This is an optimization exercise on Yosys and OpenROAD, whose aim is small area, a short achievable clock period and few clock cycles, not a production implementation.
The RTL was checked by simulation tests, not by an equivalence proof against the original design.
Power and IR drop assume default switching activity.

Setup of job 7293:
// qfb
module qfb (
    input             clk,
    input             rst,
    input             req_valid,
    output            req_ready,
    input             req_write,
    input      [7:0]  req_addr,
    input      [31:0] req_wdata,
    output reg        rsp_valid,
    output reg [31:0] rsp_data,
    output reg        out_valid,
    input             out_ready,
    output reg [2:0]  out_kind,
    output reg [47:0] out_data
);
clock: 10.0 ns
lec_check: 0
cap_margin: 20
core_margin: 2
core_utilization: 40
cts_buf_list: sky130_fd_sc_hd__clkbuf_8
cts_cluster_diameter: 50
cts_cluster_size: 12
place_density: 0.5
setup_slack_margin: 5
slew_margin: 20
synth_memory_max_bits: 16384
run.sh (not shown) runs the stock make flow with config.mk's settings and CLKGATE_MAP_FILE= SYNTH_SCRIPT=/design/flow/synth_recipe.tcl, a recipe that flattens the netlist after the stock synthesis.
Testbench counts of job 7293, summed over its fixed seeds: cycles 158,379.
Changes in job 6296 relative to job 7293:
--- a/flow/design.v
+++ b/flow/design.v
@@ -78,12 +78,13 @@
     reg  [15:0] chk_idx;
     reg  [15:0] chk_len;
     reg  [7:0]  stlo;
     reg  [7:0]  sthi;
     reg         tx_last;
     reg         rxp;           
+    reg         rx_lt, rx_eq;  
     reg  [7:0]  rxpos;         
     reg         admit_q;
     reg         lenbad_q;
     reg  [5:0]  wr_word;
     reg  [3:0]  wr_mask;
     reg  [31:0] wr_data;
@@ -317,21 +318,21 @@
             default: eacc = ec4;
         endcase
     end
     wire        e_last = (eop == E_DEC) ? (tag == p5[7:2]) : (rem <= 9'd4);
     wire [8:0]  tx_lim = 9'd4 + {1'b0, tx_length[7:0]};
     wire [15:0] accn   = crc_step(acc, out_data[7:0]);
-    wire        te_hdr = (kc < 8'd4);
-    wire        te_pay = !te_hdr && ({1'b0, kc} < tx_lim);
+    reg         te_hdr, te_pay, te_low, te_clo, te_last;
+    wire [8:0]  kc1    = {1'b0, kc} + 9'd1;
     reg  [7:0]  te_wbyte;      
     always @(*) begin
         if (te_hdr)
             te_wbyte = lane({tx_length, tx_index}, kc[1:0]);
-        else if (kc < p4)
+        else if (te_low)
             te_wbyte = 8'd0;
-        else if (kc == p4)
+        else if (te_clo)
             te_wbyte = accn[7:0];
         else
             te_wbyte = acc[15:8];
     end
     wire [7:0]  te_byte = te_pay ? lane(rdata, kc[1:0]) : te_wbyte;
     wire [15:0] rx_st  = {wr_data[7:0], stlo};
@@ -379,31 +380,38 @@
             rsp_data  <= rd_val;
             wr_mask   <= 4'd0;
             rxp       <= 1'b0;
             admit_q   <= allow_skip ? (chk_idx >= expected) : (chk_idx == expected);
             lenbad_q  <= chk_big;
             if (rxp) begin
-                if (rxpos < p4)
+                if (rx_lt)
                     acc <= rxb_acc;
                 case (rxpos)
                     8'd0: chk_idx[7:0]  <= wr_data[7:0];
                     8'd1: chk_idx[15:8] <= wr_data[7:0];
                     8'd2: chk_len[7:0]  <= wr_data[7:0];
                     8'd3: chk_len[15:8] <= wr_data[7:0];
                     default: ;
                 endcase
-                if (rxpos == p4)
+                if (rx_eq)
                     stlo <= wr_data[7:0];
             end
             case (state)
             S_IDLE: begin
                 wr_data  <= {4{opb}};
                 wr_word  <= (mode == M_TX) ? tx_wpos[7:2] : (mode == M_RX) ? fcount[7:2] : bptr[7:2];
                 rxpos    <= fcount;
                 tx_last  <= tx_end;
                 kc       <= 8'd0;
+                te_hdr   <= 1'b1;
+                te_pay   <= 1'b0;
+                te_low   <= 1'b1;
+                te_clo   <= 1'b0;
+                te_last  <= 1'b0;
+                rx_lt    <= (fcount < p4);
+                rx_eq    <= (fcount == p4);
                 rv       <= 1'b0;
                 first    <= 1'b1;
                 eop      <= !op[5] ? E_BULK : op[0] ? E_DEC : E_ENC;
                 bs       <= !op[5] ? bptr[1:0] : 2'd0;
                 rem      <= !op[5] ? oph[8:0] : {1'b0, p4};
                 if (adv) begin
@@ -520,13 +528,13 @@
                         2'd2: acc <= 16'h84CF;
                         default: acc <= 16'h2D71;
                     endcase
                 end
                 if (rv) begin
                     acc   <= eacc;
-                    rem   <= rem - {6'd0, en};
+                    rem   <= (rem[8:2] != 7'd0) ? {rem[8:2] - 7'd1, rem[1:0]} : 9'd0;
                     first <= 1'b0;
                     if (eng_enc) begin
                         wr_word <= tag;
                         wr_mask <= (en == 3'd4) ? 4'b1111 : (en == 3'd3) ? 4'b0111 :
                                    (en == 3'd2) ? 4'b0011 : (en == 3'd1) ? 4'b0001 : 4'b0000;
                         wr_data <= rdata;
@@ -584,27 +592,32 @@
                 ns = S_IDLE;
             end
             S_TE: if (adv) begin
                 nov      = 1'b1;
                 out_kind <= K_DATA;
                 out_data <= {40'd0, te_byte};
-                if (kc == 8'd0)
+                if (te_hdr && kc[1:0] == 2'd0)
                     acc <= 16'hFFFF;
-                else if (kc <= p4)
+                else if (te_low || te_clo)
                     acc <= accn;
+                te_hdr  <= (kc1 < 9'd4);
+                te_pay  <= (kc1 >= 9'd4) && (kc1 < tx_lim);
+                te_low  <= (kc1 < {1'b0, p4});
+                te_clo  <= (kc1 == {1'b0, p4});
+                te_last <= (kc1 == {1'b0, p5});
                 if (!te_pay) begin
                     wr_word <= kc[7:2];
                     wr_mask <= 4'd1 << kc[1:0];
                     wr_data <= {4{te_wbyte}};
                 end
                 if (kc[1:0] == 2'd3) begin
                     rdata <= rword;
                     ran   = ra + 8'd4;
                 end
                 kc <= kc + 8'd1;
-                if (kc == p5) begin
+                if (te_last) begin
                     crc <= acc;
                     ns  = S_TF;
                 end
             end
             S_TF: if (adv) begin
                 nov      = 1'b1;
==> run summary <==
Job 6296 and job 7293 ended up with roughly the same average detailed-routed wire length per instance.
Between job 6296 and job 7293, the difference in horizontal die dimension is negligible.
Looking at wire length of the first global-routing pass across job 6296 and job 7293, the one that comes out higher is job 6296.
Relative to job 7293, final critical-path share of the clock period has gone down in job 6296.
First-iteration DRC count, job 6296 and job 7293, lower one = job 7293.
Compared with job 7293, job 6296 shows a higher via-per-instance ratio.
Job 6296 and job 7293 ended up with nearly the same area fraction in compound gates after synthesis.
Job 7293 → job 6296: clock buffer count from CTS fell by about 0.3%; logic depth of the worst setup path including buffers fell by 1; switching part of the total power fell by 1.8 points; fmax rose by 1.3%.
[compare] base=job 7293 new=job 6296: post-synthesis instance area shows no meaningful change, sum of routed wire length over all layers picked up an extra about 0.6%.
Lower proportion of power drawn by flip-flops and latches goes to job 7293 over job 6296.
Testbench counts of job 6296, summed over its fixed seeds: cycles 158,379.

qfb, a different RTL version from the one above (not shown whole).
For scale: ~8500 cells after synthesis, roughly 2600 flip-flops, roughly 130 I/O pins.
make LEC_CHECK=0 CAP_MARGIN=20 CORE_MARGIN=2 CORE_UTILIZATION=40 CTS_BUF_LIST=sky130_fd_sc_hd__clkbuf_8 CTS_CLUSTER_DIAMETER=55 CTS_CLUSTER_SIZE=15 PLACE_DENSITY=0.5 SETUP_SLACK_MARGIN=5 SLEW_MARGIN=20 SYNTH_MEMORY_MAX_BITS=16384 finish   # period 10.0 ns
Testbench counts at the start, summed over its fixed seeds: cycles 158,379.
==> next run, changes <==
--- a/flow/design.v
+++ b/flow/design.v
@@ -409,17 +409,17 @@
                 te_clo   <= 1'b0;
                 te_last  <= 1'b0;
                 rx_lt    <= (fcount < p4);
                 rx_eq    <= (fcount == p4);
                 rv       <= 1'b0;
                 first    <= 1'b1;
                 eop      <= !op[5] ? E_BULK : op[0] ? E_DEC : E_ENC;
                 bs       <= !op[5] ? bptr[1:0] : 2'd0;
-                rem      <= !op[5] ? oph[8:0] + {7'd0, bptr[1:0]} : {1'b0, p4};
+                rem      <= !op[5] ? oph[8:0] : {1'b0, p4};
                 if (adv) begin
                     out_kind <= op[1] ? K_RX_END : K_TX_DONE;
                     out_data <= {40'd0, (op[1] && !phase) ? fcount : 8'd0};
                 end
                 if (a_rd)
                     rsp_valid <= 1'b1;
                 if (a_wr)
                     result <= w_res;
@@ -517,16 +517,17 @@
                     nov = 1'b1;
             end
             S_ENG: begin
                 rdata <= edat;
                 tag   <= ra[7:2];
                 rv    <= 1'b1;
                 ran   = ra + 8'd4;
                 if (!rv) begin
+                    rem <= rem + {7'd0, bs};
                     case (bs)
                         2'd0: acc <= 16'hFFFF;
                         2'd1: acc <= 16'h1E0C;
                         2'd2: acc <= 16'h84CF;
                         default: acc <= 16'h2D71;
                     endcase
                 end
                 if (rv) begin
Effect:
- The new run completed without violations
- clock skew went down by 0.035 ns
- clock-buffer cell count increases by 7
- sequential share of layout area hardly moves
- setup slack is worse by 0.086 ns
- hold slack gains 0.0038 ns
- wire length rises by a few percent
- power goes down by a few percent
- global-route usage increases by 0.94 points
- maximum frequency went down slightly
- cell area hardly moves
- first-iteration DRC count rose by a few percent
- utilization is about the same
- area after synthesis stays flat
Testbench counts after the change, summed over its fixed seeds: cycles 158,379.

## re-timing with driven ports
The results above use ideal ports. As a check the final layouts listed here were re-extracted and re-timed, cells and wires unchanged.
Step 1: set_driving_cell puts a clkbuf_16 on clk and a buf_2 on each other input, an assumption about the parent block.
Step 2 moves the port delays by t, midway between the first and last clock arrival at a register: inputs arrive t later, outputs are due t later. That takes back most of the time a late clock gives input paths.
a / b / c = ideal ports / drivers / drivers and shift; a / b = the first two.
run	t, ns	slack for setup (ns)	worst hold slack (ns)	worst setup path at the end	slew at the worst register clock pin (ns)
job 7293	1.183	5.002 / 5.002 / 3.993	0.457 / 0.457 / 0.457	input to register	0.09 / 0.09
job 6296	1.208	5.066 / 5.152 / 3.944	0.456 / 0.456 / 0.456	input to register	0.09 / 0.09
the first run of note 2	1.212	5.097 / 5.175 / 3.964	0.458 / 0.458 / 0.458	input to register	0.11 / 0.11
the second run of note 2	1.178	5.011 / 5.089 / 3.911	0.462 / 0.462 / 0.462	input to register	0.11 / 0.11
After both steps every run listed still meets setup and hold. For the first run of note 2, which loses most, drivers alone change the setup slack by +0.078 ns; drivers and shift together by -1.133 ns.
